Source: an optimization exercise on an open RTL-to-GDS flow (aim: small area, a short achievable clock period and few clock cycles). Production flows keep margins and buffers that such runs may drop. At most, simulation tests tie the RTL to the original design; equivalence was not proved. Power and IR drop assume default switching activity.

wip/maple:
## rle_codec
module rle_codec (
    input  wire        clk,
    input  wire        rst,
    input  wire        enc_cmd_valid,
    output wire        enc_cmd_ready,
    input  wire [1:0]  enc_cmd_op,
    input  wire [7:0]  enc_cmd_byte,
    output wire        enc_out_valid,
    input  wire        enc_out_ready,
    output wire [7:0]  enc_out_byte,
    input  wire        dec_cmd_valid,
    output wire        dec_cmd_ready,
    input  wire [1:0]  dec_cmd_op,
    input  wire [7:0]  dec_cmd_byte,
    input  wire [15:0] dec_cmd_cap,
    output wire        dec_out_valid,
    input  wire        dec_out_ready,
    output wire [7:0]  dec_out_byte,
    output wire [15:0] dec_out_index,
    output wire        dec_res_valid,
    output wire [1:0]  dec_res_status,
    output wire [15:0] dec_res_count
);
Size: about 97 I/O pins.
==> flow/config.mk <==
export PLATFORM = sky130hd
export DESIGN_NAME = rle_codec
export DESIGN_NICKNAME = rle_codec
export VERILOG_FILES = /design/flow/design.v
export SDC_FILE = /design/flow/constraint.sdc
export NUM_CORES = 4
export LEC_CHECK = 0
export ABC_AREA = 0
export ABC_CLOCK_PERIOD_IN_PS = 3000
export CAP_MARGIN = 20
export CORE_MARGIN = 2
export CORE_UTILIZATION = 70
export CTS_BUF_LIST = sky130_fd_sc_hd__clkbuf_8
export CTS_CLUSTER_DIAMETER = 150
export CTS_CLUSTER_SIZE = 18
export SETUP_SLACK_MARGIN = 5
export SLEW_MARGIN = 20
==> flow/constraint.sdc <==
create_clock -name core_clock -period 11.0 [get_ports {clk}]
set_input_delay 2.2000 -clock core_clock [delete_from_list [all_inputs] [get_ports {clk}]]
set_output_delay 2.2000 -clock core_clock [all_outputs]
set_load 0.01 [all_outputs]
standard.sh (not shown) runs the stock make flow with config.mk's settings and CLKGATE_MAP_FILE= SYNTH_SCRIPT=/design/flow/synth_recipe.tcl, a recipe that flattens the netlist after the stock synthesis.
==> flow/flow/run.sh <==
#!/bin/bash
# Standard ORFS layout, with faster port buffers (buf_4 in place of the
# default delay-cell buffer) and a deeper setup repair. Each make run's
# full output goes to a log file of its own in this folder.
set -euo pipefail
bash standard.sh synth > synth.log 2>&1
bash standard.sh \
    BUFFER_PORTS_ARGS="-buffer_cell sky130_fd_sc_hd__buf_4" \
    SETUP_SLACK_MARGIN=${FLOW_SETUP_MARGIN:-7.5} \
    finish > layout.log 2>&1
Inputs modified between wip/maple and wip/xenon:
- ABC_CLOCK_PERIOD_IN_PS removed (was 3000)
- ABC_AREA changed from 0 to 1
- GPL_TIMING_DRIVEN newly set to 1
Results
As of wip/xenon, die outline width had fallen slightly compared to wip/maple. Against wip/maple, wip/xenon comes in about 16% higher on synthesized cell count. The most common library cell in the layout ignoring fill and taps comes out sky130_fd_sc_hd__nand2_1 in one run and sky130_fd_sc_hd__edfxtp_1 in the other, namely in wip/xenon and wip/maple respectively. As of wip/xenon, detailed-routing wirelength on met1 had fallen by a few percent compared to wip/maple. Measured against each other, wip/maple and wip/xenon differ in final period utilization, the higher figure coming from wip/xenon.
Modified inputs, wip/yarrow compared to wip/xenon
- clearing GPL_TIMING_DRIVEN, which used to be 1
## What came out
From wip/xenon to wip/yarrow, relative slew slack did not move at all.
Diff wip/xenon..wip/yarrow | worst hold slack | unchanged
Diff wip/xenon -> wip/yarrow: row count barely changed; wire length after detailed routing held steady.
From wip/xenon to wip/yarrow, remaining global-route overflow did not move at all.
wip/yarrow and wip/xenon ended up with nearly the same clock share of power.
Function was not checked in any run of this note: the RTL went through the layout flow alone.

* * *

rle_codec, a different RTL version from the one above (not shown whole).
Size: ~1300 cells after synthesis, about 13000 µm² of cells after synthesis.
export LEC_CHECK = 0
export ABC_AREA = 1
export CAP_MARGIN = 20
export CORE_MARGIN = 2
export CORE_UTILIZATION = 80
export CTS_BUF_LIST = sky130_fd_sc_hd__clkbuf_8
export CTS_CLUSTER_DIAMETER = 150
export CTS_CLUSTER_SIZE = 18
export SETUP_SLACK_MARGIN = 5
export SLEW_MARGIN = 20
create_clock -name core_clock -period 11.0 [get_ports {clk}]
==> flow/flow/run.sh <==
#!/bin/bash
# Standard ORFS layout, with faster port buffers (buf_4 in place of the
# default delay-cell buffer) and a deeper setup repair. Each make run's
# full output goes to a log file of its own in this folder.
set -euo pipefail
bash standard.sh synth > synth.log 2>&1
bash standard.sh \
    BUFFER_PORTS_ARGS="-buffer_cell sky130_fd_sc_hd__buf_2" \
    SETUP_SLACK_MARGIN=${FLOW_SETUP_MARGIN:-7.5} \
    finish > layout.log 2>&1
The baseline ran to the end with no violations.
Testbench counts at the start, summed over its fixed seeds: cycles 31,396.
Then changed:
--- a/flow/flow/run.sh
+++ b/flow/flow/run.sh
@@ -7,3 +7,3 @@
 bash standard.sh \
-    BUFFER_PORTS_ARGS="-buffer_cell sky130_fd_sc_hd__buf_2" \
+    BUFFER_PORTS_ARGS="-buffer_cell sky130_fd_sc_hd__buf_4" \
     SETUP_SLACK_MARGIN=${FLOW_SETUP_MARGIN:-7.5} \
Settings changed: ABC_AREA 1 to default, CORE_UTILIZATION 80 to 70.
Effect:
- The changed run completed with no timing, DRC or antenna violations
- synthesized cell count came out lower by 19%
- cell area came out higher by 1.3%
- total power came out lower by 3.9%
- sequential power is about the same
- first-iteration DRC count came out lower by 27%
- final cell count came out lower by 15%
- clock power barely changes
- via count came out lower by 10%
- die area came out higher by 12%
- global-route usage came out lower by 5.0 points
Then changed:
Settings changed: CORE_UTILIZATION 70 to 60, CTS_CLUSTER_DIAMETER 150 to default, CTS_CLUSTER_SIZE 18 to 40.
Result:
- total power is higher by about a fifth
- synthesized area does not change
- setup slack gets better by 24 ps
- sequential power barely changes
Then changed:
Settings changed: CORE_UTILIZATION 60 to 40, CTS_BUF_LIST sky130_fd_sc_hd__clkbuf_8 to default, CTS_CLUSTER_SIZE 40 to default.
The changed run finished clean.
Via count climbs slightly.
Non-clock buffer count is unchanged.
Global-route usage drops by 6.1 points.
Hold slack barely changes.
Sequential share of layout area drops by 1.3 points.
Wire length climbs by a few percent.
Clock power climbs by about a fifth.
Cell area climbs by a few percent.
Power climbs by a little under a tenth.
First-iteration DRC count drops by about a fifth.

* * *

## the previous run
Another version of the RTL of rle_codec (not shown whole).
Size in the first run: roughly 1200 cells after synthesis.
==> flow/config.mk <==
export PLATFORM = sky130hd
export DESIGN_NAME = rle_codec
export DESIGN_NICKNAME = rle_codec
export VERILOG_FILES = /design/flow/design.v
export SDC_FILE = /design/flow/constraint.sdc
export NUM_CORES = 4
export LEC_CHECK = 0
export ABC_AREA = 1
export CAP_MARGIN = 20
export CORE_MARGIN = 2
export CORE_UTILIZATION = 75
export CTS_BUF_LIST = sky130_fd_sc_hd__clkbuf_8
export CTS_CLUSTER_DIAMETER = 150
export CTS_CLUSTER_SIZE = 16
export SETUP_SLACK_MARGIN = 5
export SLEW_MARGIN = 20
==> flow/constraint.sdc <==
create_clock -name core_clock -period 11.0 [get_ports {clk}]
set_input_delay 2.2000 -clock core_clock [delete_from_list [all_inputs] [get_ports {clk}]]
set_output_delay 2.2000 -clock core_clock [all_outputs]
set_load 0.01 [all_outputs]
==> flow/flow/run.sh <==
#!/bin/bash
# Standard ORFS layout, with faster port buffers (buf_4 in place of the
# default delay-cell buffer) and a deeper setup repair. Each make run's
# full output goes to a log file of its own in this folder.
set -euo pipefail
bash standard.sh synth > synth.log 2>&1
bash standard.sh \
    BUFFER_PORTS_ARGS="-buffer_cell sky130_fd_sc_hd__buf_4" \
    SETUP_SLACK_MARGIN=${FLOW_SETUP_MARGIN:-7.5} \
    finish > layout.log 2>&1
Testbench counts of the previous run, summed over its fixed seeds: cycles 31,223.
What the current run does differently from the previous run at the input level:
Settings: a change of CTS_CLUSTER_SIZE from 16 to 18; a change of CORE_UTILIZATION from 75 to 70.
Findings:
Of the current run and the previous run, the previous run shows the higher global-route wire length before repair, with the current run below it. The current run vs. the previous run: multi-input logic portion of the cell area stayed essentially flat, level count of the clock H-tree stayed essentially flat, share of total power in combinational logic stayed essentially flat. Against the previous run, the current run comes in 0.013 ns lower on worst clock skew. Changes observed in the current run relative to the previous run: combined area of the multi-input logic cells roughly the same, final standard cell area without fillers now smaller. Compared with the previous run, the current run shows worst hold slack higher by 0.0064 ns. In the current run, the growth of design area from synthesis to finish came out 0.36 points below the value in the previous run.

* * *

run 1:
RTL: one of the versions met above, not the one the previous note started from.
For scale: about 1300 cells after synthesis, roughly 310 flip-flops.
==> flow/config.mk <==
export PLATFORM = sky130hd
export DESIGN_NAME = rle_codec
export DESIGN_NICKNAME = rle_codec
export VERILOG_FILES = /design/flow/design.v
export SDC_FILE = /design/flow/constraint.sdc
export NUM_CORES = 4
export LEC_CHECK = 0
export ABC_AREA = 1
export CAP_MARGIN = 20
export CORE_MARGIN = 2
export CORE_UTILIZATION = 70
export CTS_BUF_LIST = sky130_fd_sc_hd__clkbuf_8
export CTS_CLUSTER_DIAMETER = 150
export CTS_CLUSTER_SIZE = 18
export SETUP_SLACK_MARGIN = 5
export SLEW_MARGIN = 20
==> flow/constraint.sdc <==
create_clock -name core_clock -period 11.0 [get_ports {clk}]
set_input_delay 2.2000 -clock core_clock [delete_from_list [all_inputs] [get_ports {clk}]]
set_output_delay 2.2000 -clock core_clock [all_outputs]
set_load 0.01 [all_outputs]
==> flow/flow/run.sh <==
#!/bin/bash
# Standard ORFS layout, with faster port buffers (buf_4 in place of the
# default delay-cell buffer) and a deeper setup repair. Each make run's
# full output goes to a log file of its own in this folder.
set -euo pipefail
bash standard.sh synth > synth.log 2>&1
bash standard.sh \
    BUFFER_PORTS_ARGS="-buffer_cell sky130_fd_sc_hd__buf_4" \
    SETUP_SLACK_MARGIN=${FLOW_SETUP_MARGIN:-7.8} \
    finish > layout.log 2>&1
Testbench counts of run 1, summed over its fixed seeds: cycles 31,396.
What run 2 does differently from run 1 at the input level:
-- flow/flow/run.sh --
<<< run 1, line 8
    BUFFER_PORTS_ARGS="-buffer_cell sky130_fd_sc_hd__buf_4" \
    SETUP_SLACK_MARGIN=${FLOW_SETUP_MARGIN:-7.8} \
    finish > layout.log 2>&1
>>> run 2, line 8
    BUFFER_PORTS_ARGS="-buffer_cell sky130_fd_sc_hd__buf_4" \
    SETUP_SLACK_MARGIN=${FLOW_SETUP_MARGIN:-7.5} \
    finish > layout.log 2>&1
==> flow/config.mk <==
export PLATFORM = sky130hd
export DESIGN_NAME = rle_codec
export DESIGN_NICKNAME = rle_codec
export VERILOG_FILES = /design/flow/design.v
export SDC_FILE = /design/flow/constraint.sdc
export NUM_CORES = 4
export LEC_CHECK = 0
export CAP_MARGIN = 20
export CORE_MARGIN = 2
export CORE_UTILIZATION = 70
export CTS_BUF_LIST = sky130_fd_sc_hd__clkbuf_16
export CTS_CLUSTER_DIAMETER = 150
export CTS_CLUSTER_SIZE = 28
export SETUP_SLACK_MARGIN = 5
export SLEW_MARGIN = 20
==> run notes <==
All of run 1 and run 2 finish clean. Timing endpoint of the critical path = dec_res_status[0]: run 1; timing endpoint of the critical path = u_dec.xh: run 2. Setup slack, run 1 and run 2, lower one = run 2. Run 2 against run 1: switching power saw a decrease, first-pass GRT wire length went up by 370 um, critical path depth rose by 6, placer's final routability congestion estimate moved down, wire length decreased 150 um. Changes observed in run 2 relative to run 1: net count reported at finish moved down, peak per-stage delay on the critical path +190 ps.
Changes in run 3 relative to run 2:
==> flow/config.mk <==
export PLATFORM = sky130hd
export DESIGN_NAME = rle_codec
export DESIGN_NICKNAME = rle_codec
export VERILOG_FILES = /design/flow/design.v
export SDC_FILE = /design/flow/constraint.sdc
export NUM_CORES = 4
export LEC_CHECK = 0
export ABC_AREA = 1
export CAP_MARGIN = 20
export CORE_MARGIN = 2
export CORE_UTILIZATION = 70
export CTS_BUF_LIST = sky130_fd_sc_hd__clkbuf_8
export CTS_CLUSTER_DIAMETER = 150
export CTS_CLUSTER_SIZE = 18
export SETUP_SLACK_MARGIN = 5
export SLEW_MARGIN = 20
### Flow results
- Part of the total power dissipated in combinational logic, run 2 and run 3: higher on run 3
- Compared with run 2, in run 3 clock power went down 13%; minimum period implied by the final worst setup slack went down 61 ps.

* * *

Starting RTL as in the previous note.
Settings: LEC_CHECK=0, ABC_AREA=1, CAP_MARGIN=20, CORE_MARGIN=2, CORE_UTILIZATION=70, CTS_BUF_LIST=sky130_fd_sc_hd__clkbuf_8, CTS_CLUSTER_DIAMETER=150, CTS_CLUSTER_SIZE=18, SETUP_SLACK_MARGIN=5, SLEW_MARGIN=20; clock period 11.0 ns.
==> flow/flow/run.sh <==
#!/bin/bash
# Standard ORFS layout, with faster port buffers (buf_4 in place of the
# default delay-cell buffer) and a deeper setup repair. Each make run's
# full output goes to a log file of its own in this folder.
set -euo pipefail
bash standard.sh synth > synth.log 2>&1
bash standard.sh \
    BUFFER_PORTS_ARGS="-buffer_cell sky130_fd_sc_hd__buf_4" \
    SETUP_SLACK_MARGIN=${FLOW_SETUP_MARGIN:-6.8} \
    finish > layout.log 2>&1
The baseline produced a clean layout.
Testbench counts at the start, summed over its fixed seeds: cycles 31,396.
Then changed:
--- a/flow/flow/run.sh
+++ b/flow/flow/run.sh
@@ -7,4 +7,4 @@
 bash standard.sh \
     BUFFER_PORTS_ARGS="-buffer_cell sky130_fd_sc_hd__buf_4" \
-    SETUP_SLACK_MARGIN=${FLOW_SETUP_MARGIN:-6.8} \
+    SETUP_SLACK_MARGIN=${FLOW_SETUP_MARGIN:-7.2} \
     finish > layout.log 2>&1
Non-clock buffer count fell by 1.
Fmax goes up by 5.1%.
Utilization fell by 0.10 points.

==> what the ideal ports hide <==
How much do the figures lean on ideal ports? The routed layouts below were timed once more, with nothing changed but the port constraints. Step 1 assumes that a clkbuf_16 drives the clock port and a buf_2 every other input. Step 2 moves the port delays by t, midway between the first and last clock arrival at a register: inputs arrive t later, outputs are due t later. That takes back most of the time a late clock gives input paths. Slacks: no drivers / after step 1 / after step 2; pairs: no drivers / after step 1.
| run | t (ns) | setup WS [ns] | worst data-port slew with drivers (ns) |
|---|---|---|---|
| wip/maple | 0.603 | 7.612 / 7.575 / 7.027 | 0.06 |
| wip/xenon | 0.579 | 7.573 / 7.531 / 7.068 | 0.05 |
| wip/yarrow | 0.579 | 7.573 / 7.531 / 7.068 | 0.05 |
| the first run of note 2 | 0.577 | 7.605 / 7.592 / 7.038 | 0.05 |
| the second run of note 2 | 0.585 | 7.611 / 7.572 / 7.075 | 0.05 |
| the third run of note 2 | 0.597 | 7.635 / 7.591 / 7.068 | 0.04 |
| the fourth run of note 2 | 0.556 | 7.638 / 7.598 / 7.134 | 0.05 |
| the previous run | 0.587 | 7.558 / 7.516 / 7.080 | 0.06 |
| the current run | 0.571 | 7.563 / 7.523 / 7.092 | 0.04 |
| run 1 | 0.575 | 7.675 / 7.635 / 7.102 | 0.07 |
| run 2 | 0.524 | 7.578 / 7.578 / 7.106 | 0.05 |
| run 3 | 0.595 | 7.639 / 7.595 / 7.089 | 0.06 |
| the first run of note 5 | 0.589 | 7.198 / 7.202 / 6.613 | 0.06 |
| the second run of note 5 | 0.568 | 7.382 / 7.392 / 6.824 | 0.05 |
After both steps setup and hold are still met in every run listed.
